Source: an optimization exercise on an open RTL-to-GDS flow (aim: small area, a short achievable clock period and few clock cycles per item). Production flows keep margins and buffers that such runs may drop.
In this exercise RTL edits were held to simulation tests only and were not proved equivalent to the original.
Power and IR drop assume default switching activity.

build 41:
Design lcsa_encoder, start of the top module:
module lcsa_encoder (
    input  wire        clk,
    input  wire        rst,           
    input  wire        start,
    input  wire [31:0] len,           
    input  wire [31:0] spb,           
    input  wire [31:0] bits,          
    output wire        busy,
    output wire        s_valid,
    input  wire        s_ready,
    output wire [12:0] s_index,
    output wire [9:0]  s_trits,       
    output wire [63:0] s_time,
    output wire        s_last,
    output wire        done,
    output wire        done_err,
    output wire [2:0]  done_code,
    output wire [3:0]  done_cause,
    output wire [13:0] done_n,
    output wire [7:0]  done_half
);
Size in the first run: ~2200 cells after synthesis, about 280 flip-flops.
export LEC_CHECK = 0
export ABC_CLOCK_PERIOD_IN_PS = 3000
export CAP_MARGIN = 20
export CORE_MARGIN = 2
export CORE_UTILIZATION = 60
export SLEW_MARGIN = 20
create_clock -name core_clock -period 10.0 [get_ports {clk}]
standard.sh (not shown) runs the stock make flow with config.mk's settings and CLKGATE_MAP_FILE= SYNTH_SCRIPT=/design/flow/synth_recipe.tcl, a recipe that flattens the netlist after the stock synthesis.
==> flow/flow/run.sh <==
#!/bin/bash
set -o pipefail
export SETUP_SLACK_MARGIN=6
export BUFFER_PORTS_ARGS="-buffer_cell sky130_fd_sc_hd__buf_2"
bash standard.sh > standard.log 2>&1
Testbench counts of build 41, summed over its fixed seeds: cycles 59,046, samples 57,598.
Input changes introduced in build 27 (baseline for comparison: build 41):
Settings: changing ABC_CLOCK_PERIOD_IN_PS from 3000 to 4500.
-- flow/flow/run.sh --
<<< build 41, line 4
export BUFFER_PORTS_ARGS="-buffer_cell sky130_fd_sc_hd__buf_2"
>>> build 27, line 4
Notes after the runs:
Portion of total power attributed to combinational logic was lower in build 41 than in build 27. From build 41 to build 27 the numbers moved as follows: placement-stage cell area up 1100 um^2; register-to-register slack down 0.20 ns.
Modified inputs, build 18 compared to build 27
Settings: a change of ABC_CLOCK_PERIOD_IN_PS from 4500 to 3000.
==> summary.txt <==
From build 27 to build 18, number of logic stages on the critical path including buffering did not move at all.
The setup slack after layout was comparable across build 18 and build 27.
Reported for build 18 and build 27, cell internal power dissipation turned out identical to the last digit.
Per the comparison of build 18 with build 27, non-clock buffer count now sits at about the same level, fraction of the mapped netlist area in simple logic gates neither gained nor lost much.

---

== run 1 ==
The RTL this note starts from:
==> flow/design.v <==
module lcsa_encoder (
    input  wire        clk,
    input  wire        rst,           
    input  wire        start,
    input  wire [31:0] len,           
    input  wire [31:0] spb,           
    input  wire [31:0] bits,          
    output wire        busy,
    output wire        s_valid,
    input  wire        s_ready,
    output wire [12:0] s_index,
    output wire [9:0]  s_trits,       
    output wire [63:0] s_time,
    output wire        s_last,
    output wire        done,
    output wire        done_err,
    output wire [2:0]  done_code,
    output wire [3:0]  done_cause,
    output wire [13:0] done_n,
    output wire [7:0]  done_half
);
    reg         busy_r, done_r, sv_r, last_r;
    reg         err_r;
    reg         cap_r;               
    reg         sec_r;               
    reg  [13:0] e_r;                 
    reg         tb_r, tnb_r, tf_r, tfnb_r, tman_r, tami_r;    
    reg         th_r, tm_r;          
    reg  [3:0]  tl_r;                
    reg  [51:0] tfrac_r;
    reg  [8:0]  s_r;                 
    reg         s_one;               
    reg  [31:0] bsh;                 
    reg  [8:0]  j_r;                 
    reg         lj_r;                
    reg  [4:0]  i_r;                 
    reg  [4:0]  lrem;                
    reg         pol_r;               
    reg         f_r;                 
    reg         xf_r;
    reg  [6:0]  w_r;                 
    reg  [7:0]  vn_r;                
    reg  [2:0]  xc_r;                
    reg         run_r;               
    reg         prm_r;               
    reg  [5:0]  dcnt;
    reg  [53:0] aq;
    reg         c_r;
    reg  [7:0]  ar;
    reg  [53:0] dq;
    reg  [7:0]  dr;
    reg  [4:0]  xa;                  
    wire accept  = start && !busy_r;
    wire len_le0 = len[31] || (len == 32'd0);
    wire spb_le0 = spb[31] || (spb == 32'd0);
    wire len_big = (len[30:6] != 25'd0) || (len[5] && (len[4:0] != 5'd0));
    wire spb_big = (spb[30:9] != 22'd0) || (spb[8] && (spb[7:0] != 8'd0));
    wire chk_err = len_le0 || spb_le0 || len_big || spb_big;
    wire chk_cap = !len_le0 && !spb_le0;
    wire chk_sec = chk_cap ? !len_big : !len_le0;
    wire [8:0] s_div = {s_r[8:2], s_r[1] | s_one, s_r[0] & !s_one};
    wire [8:0] sm1   = s_r - 9'd1;                
    reg [7:0] r_init;                             
    reg [3:0] p_len;                              
    integer k;
    always @(*) begin
        r_init = 8'd1;
        p_len  = 4'd0;
        for (k = 0; k < 8; k = k + 1)
            if (sm1[k]) begin
                r_init = 8'd1 << k;
                p_len  = k[3:0] + 4'd1;
            end
    end
    function [8:0] dstep;                         
        input [7:0] r;
        input [8:0] s;
        reg   [9:0] d;
        begin
            d     = {1'b0, r, 1'b0} - {1'b0, s};
            dstep = d[9] ? {1'b0, r[6:0], 1'b0} : {1'b1, d[7:0]};
        end
    endfunction
    wire [8:0] st1 = dstep(dr, s_div);
    function [54:0] add55;
        input [54:0] a;
        input [54:0] b;
        input        cin;
        reg   [54:0] g, p, gg, pp;
        integer l, i, j;
        begin
            g  = a & b;
            p  = a ^ b;
            gg = g;
            pp = p;
            gg[0] = g[0] | (p[0] & cin);
            for (l = 0; l < 6; l = l + 1)
                for (i = 0; i < 55; i = i + 1)
                    if ((i >> l) & 1) begin
                        j = ((i >> l) << l) - 1;
                        gg[i] = gg[i] | (pp[i] & gg[j]);
                        pp[i] = pp[i] & pp[j];
                    end
            add55 = p ^ {gg[53:0], cin};
        end
    endfunction
    wire [54:0] qs    = add55({1'b0, aq}, {1'b0, dq}, c_r);
    wire        xo    = xf_r;
    wire [9:0]  nsx   = ~{1'b0, s_r};
    wire [9:0]  cs1s  = {2'b0, ar} ^ {2'b0, dr} ^ nsx;
    wire [9:0]  cs1c  = ({2'b0, ar} & {2'b0, dr}) | (({2'b0, ar} | {2'b0, dr}) & nsx);
    wire [9:0]  cs2s  = {2'b0, ar} ^ {2'b0, dr} ^ {1'b0, s_r};
    wire [9:0]  cs2c  = ({2'b0, ar} & {2'b0, dr}) | (({2'b0, ar} | {2'b0, dr}) & {1'b0, s_r});
    wire [8:0]  rn0   = {1'b0, ar} + {1'b0, dr};         
    wire [9:0]  rn1   = cs1s + {cs1c[8:0], 1'b1};        
    wire        rc    = !rn1[9];                         
    wire [9:0]  rn0s  = cs2s + {cs2c[8:0], 1'b0};        
    wire [7:0]  ar_n  = rc ? rn1[7:0] : rn0[7:0];
    wire [7:0]  ar_h  = !qs[0] ? rn0[8:1] : rc ? rn1[8:1] : rn0s[8:1];
    wire [9:0]  dr_h  = dq[0] ? ({1'b0, s_r} + {2'd0, dr}) : {2'd0, dr};
    wire [52:0] mrnd  = aq[53:1] + {52'd0, aq[0] | c_r};
    wire        wrap   = lj_r;
    wire [8:0]  j_inc  = j_r + 9'd1;
    wire [8:0]  j_n    = wrap ? 9'd0 : j_inc;
    wire [4:0]  i_n    = wrap ? i_r + 5'd1 : i_r;
    wire [31:0] bsh_n  = wrap ? {1'b0, bsh[31:1]} : bsh;
    wire [4:0]  lrem_n = wrap ? lrem - 5'd1 : lrem;
    wire        pol_n  = (wrap && bsh[0]) ? !pol_r : pol_r;
    wire        f_n    = wrap ? (s_r[8:1] != 8'd0) : (f_r && (j_inc[7:0] != s_r[8:1]));
    wire        lj_n   = wrap ? s_one : (j_inc == sm1);
    wire        x0s    = xf_r && !wrap && (i_r == 5'd0);
    wire [6:0]  w_n    = x0s ? {w_r[5:0], vn_r[6]} : w_r;
    wire [2:0]  xc_n   = x0s ? xc_r - 3'd1 : xc_r;
    wire        xf_n   = lj_n ? ((i_n & (i_n + 5'd1)) == 5'd0)
                              : ((i_n == 5'd0) && (xc_n != 3'd0) && (j_n == {2'd0, w_n}));
    wire mv    = sv_r && s_ready;
    wire ld    = run_r && !last_r && (!sv_r || s_ready);
    wire acc   = ld || prm_r;                
    always @(posedge clk) begin
        if (rst) begin
            busy_r <= 1'b0;
            sv_r   <= 1'b0;
            done_r <= 1'b0;
        end else if (!busy_r) begin
            done_r <= accept && chk_err;
            busy_r <= accept && !chk_err;
            sv_r   <= accept && !chk_err;
        end else begin
            done_r <= mv && last_r;
            busy_r <= !(mv && last_r);
            if (ld)
                sv_r <= 1'b1;
            else if (mv)
                sv_r <= 1'b0;
        end
    end
    always @(posedge clk) begin
        if (accept) begin
            err_r <= chk_err;
            cap_r <= chk_cap;
            sec_r <= chk_sec;
        end
    end
    always @(posedge clk) begin
        if (!busy_r) begin
            e_r     <= 14'd0;
            tb_r    <= bits[0];
            tnb_r   <= !bits[0];
            tf_r    <= (spb[8:1] != 8'd0);
            tfnb_r  <= (spb[8:1] != 8'd0) && !bits[0];
            tman_r  <= !(bits[0] ^ (spb[8:1] != 8'd0));
            tami_r  <= 1'b0;
            last_r  <= (len[5:0] == 6'd1) && (spb[8:0] == 9'd1);
            th_r    <= 1'b0;
            tm_r    <= 1'b0;
            tl_r    <= 4'd0;
            tfrac_r <= 52'd0;
            s_r     <= spb[8:0];
            s_one   <= (spb[8:0] == 9'd1);
            bsh     <= bits;
            j_r     <= 9'd0;
            lj_r    <= (spb[8:0] == 9'd1);
            i_r     <= 5'd0;
            lrem    <= len[4:0] - 5'd1;
            pol_r   <= 1'b0;
            f_r     <= (spb[8:1] != 8'd0);
            xf_r    <= 1'b0;
        end else begin
            if (mv)
                e_r <= e_r + 14'd1;
            if (ld) begin
                tb_r    <= bsh[0];
                tnb_r   <= !bsh[0];
                tf_r    <= f_r;
                tfnb_r  <= f_r && !bsh[0];
                tman_r  <= !(bsh[0] ^ f_r);
                tami_r  <= bsh[0] && pol_r;
                last_r  <= lj_r && (lrem == 5'd0);
                th_r    <= xa[4];
                tm_r    <= !xa[4];
                tl_r    <= xa[3:0];
                tfrac_r <= mrnd[51:0];
            end
            if (acc) begin
                bsh     <= bsh_n;
                j_r     <= j_n;
                lj_r    <= lj_n;
                i_r     <= i_n;
                lrem    <= lrem_n;
                pol_r   <= pol_n;
                f_r     <= f_n;
                xf_r    <= xf_n;
            end
        end
    end
    always @(posedge clk) begin
        if (!busy_r) begin
            run_r <= 1'b0;
            prm_r <= 1'b0;
            dcnt  <= 6'd55;
            aq    <= 54'd0;
            c_r   <= 1'b0;
            ar    <= 8'd0;
        end else begin
            prm_r <= 1'b0;
            if (!run_r && !prm_r) begin
                dcnt <= dcnt - 6'd1;
                if (dcnt == 6'd55) begin
                    dr   <= r_init;
                    xa   <= 5'd15 - {1'b0, p_len};
                    vn_r <= sm1[7:0];
                    w_r  <= 7'd1;
                    xc_r <= (p_len == 4'd0) ? 3'd0 : p_len[2:0] - 3'd1;
                end else begin
                    dq <= {dq[52:0], st1[8]};
                    dr <= st1[7:0];
                    if (!vn_r[7])
                        vn_r <= {vn_r[6:0], 1'b0};
                end
                if (dcnt == 6'd1)
                    prm_r <= 1'b1;
            end
            if (prm_r)
                run_r <= 1'b1;
            if (acc) begin
                w_r  <= w_n;
                xc_r <= xc_n;
                if (x0s)
                    vn_r <= {vn_r[7], vn_r[5:0], 1'b0};
                if (xo) begin
                    aq  <= qs[54:1];
                    c_r <= qs[0] && rc;
                    ar  <= ar_h;
                    dq  <= {1'b0, dq[53:1]};
                    dr  <= dr_h[8:1];
                    xa  <= xa + 5'd1;
                end else begin
                    aq  <= qs[53:0];
                    c_r <= rc;
                    ar  <= ar_n;
                end
            end
        end
    end
    assign busy       = busy_r;
    assign s_valid    = sv_r;
    assign s_index    = e_r[12:0];
    assign s_trits    = {tami_r, tb_r, tman_r, 1'b1, tfnb_r, tf_r, tnb_r, 1'b1, 1'b0, tb_r};
    assign s_time     = {1'b0, th_r, {6{tm_r}}, tl_r, tfrac_r};
    assign s_last     = last_r;
    assign done       = done_r;
    assign done_err   = err_r;
    assign done_code  = {cap_r, 1'b0, !cap_r};
    assign done_cause = {1'b0, cap_r, sec_r, !sec_r};
    assign done_n     = e_r;
    assign done_half  = s_r[8:1];
endmodule
Settings: LEC_CHECK=0, ABC_CLOCK_PERIOD_IN_PS=3000, CAP_MARGIN=20, CORE_MARGIN=2, CORE_UTILIZATION=45, SLEW_MARGIN=20; clock period 10.0 ns.
==> flow/flow/run.sh <==
#!/bin/bash
set -o pipefail
export SETUP_SLACK_MARGIN=6.55
export BUFFER_PORTS_ARGS="-buffer_cell sky130_fd_sc_hd__buf_2"
bash standard.sh > standard.log 2>&1
Run 1: flow completed, timing, DRC and antenna clean
Testbench counts of run 1, summed over its fixed seeds: cycles 60,342, samples 57,598.
### run 1 -> run 2
Settings: changing CORE_UTILIZATION from 45 to 60.
==> flow/flow/run.sh <==
#!/bin/bash
set -o pipefail
export SETUP_SLACK_MARGIN=6.4
export BUFFER_PORTS_ARGS="-buffer_cell sky130_fd_sc_hd__buf_1"
bash standard.sh > standard.log 2>&1
[summary]
- Row worst-case setup margin in the final layout: run 2 lower / run 1 higher
- In the tables for run 2 and run 1, average via count per standard cell reads lower with run 1.
- Looking at run 2 and run 1, the flip-flop and latch power is a wash.
- Run 2 against run 1: via count shows a reduction of 143; share of total power in combinational logic shows a reduction of 0.2 points; detailed placement HPWL shows a reduction of about 2.2%; final period utilization shows an increase of 0.75 points.
The following lists how run 3 was set up differently from run 2:
==> flow/flow/run.sh <==
#!/bin/bash
set -o pipefail
export SETUP_SLACK_MARGIN=6.7
export BUFFER_PORTS_ARGS="-buffer_cell sky130_fd_sc_hd__buf_2"
bash standard.sh > standard.log 2>&1
--- outcome ---
Run 3 vs. run 2: total global-route track usage went up by 1.5 points.
Run 3 reports a higher highest ir drop seen on vdd than run 2 does.
Taking run 2 as the reference, in run 3 met2 demand-to-capacity share in global routing saw an increase; core utilization of the finished layout saw an increase; clock-buffer cell count saw an increase.
Diff run 3 and run 2: combinational group share of total power higher in run 3
Diff run 2 -> run 3: worst setup margin went up by 0.18 ns, shortest period the worst path allows went down by 0.18 ns, fraction of the cycle the final worst path needs went down by 1.8 points.
Going from run 2 to run 3, the actual slew at the worst max-slew pin was found to have gone up by 0.15 ns.
The inputs of run 4 differ from those of run 3 as listed below.
==> flow/flow/run.sh <==
#!/bin/bash
set -o pipefail
export SETUP_SLACK_MARGIN=6.4
export BUFFER_PORTS_ARGS="-buffer_cell sky130_fd_sc_hd__buf_2"
bash standard.sh > standard.log 2>&1
Notes after the runs:
- Run 4 — number of iterations in the first detailed-routing pass 1 lower, run 3 as reference
- Run 3 → run 4: highest clock frequency the design can meet decreased by about 4% relative to the old numbers, worst hold slack closely matched the old numbers.
- Run comparison: run 3 path type of the worst setup path reg -> reg; run 4 path type of the worst setup path reg -> out
- Relative to run 3, area growth from synthesis to layout has decreased by 5.2 points in run 4.
- [compare] base=run 3 new=run 4: setup slack now sits lower, clock latency of the later-clocked register in the worst-skew pair now sits at about the same level, wire length on met2 now sits lower.
- Any difference in proportion of cell area occupied by multi-input gates between run 3 and run 4 is small enough to ignore.
- Of run 3 and run 4, run 3 shows the higher total combinational power, with run 4 below it.

## re-timing with driven ports
No port has a modelled driver above. Below, the same layouts with a new extraction and two added sets of constraints.
Step 1 sets driving cells, clkbuf_16 on the clock port and buf_2 on the other inputs (assumed; they add their load-dependent delay and slew).
Step 2, shift: input delay + t, output delay - t, t = (earliest + latest rising clock arrival at the registers) / 2. This alone moves slack from input paths to output paths.
Three values: no drivers, after step 1, after step 2; two values: the first two.
| run | shift t [ns] | setup slack, ns | worst setup path at the end | worst register clock-pin slew, ns |
|---|---|---|---|---|
| build 41 | 0.559 | 5.919 / 5.919 / 5.719 | input to register | 0.06 / 0.06 |
| build 27 | 0.631 | 5.718 / 5.718 / 5.597 | input to register | 0.07 / 0.07 |
| build 18 | 0.631 | 5.718 / 5.718 / 5.597 | input to register | 0.07 / 0.07 |
| run 1 | 0.610 | 6.490 / 6.490 / 6.059 | input to register | 0.06 / 0.06 |
| run 2 | 0.577 | 6.415 / 6.415 / 5.898 | input to register | 0.06 / 0.06 |
| run 3 | 0.577 | 6.600 / 6.600 / 6.171 | input to register | 0.06 / 0.06 |
| run 4 | 0.581 | 6.454 / 6.399 / 5.933 | input to register | 0.06 / 0.06 |
After both steps setup and hold are still met in every run listed. For run 4, which loses most, drivers alone change the setup slack by -0.055 ns; drivers and shift together by -0.521 ns.
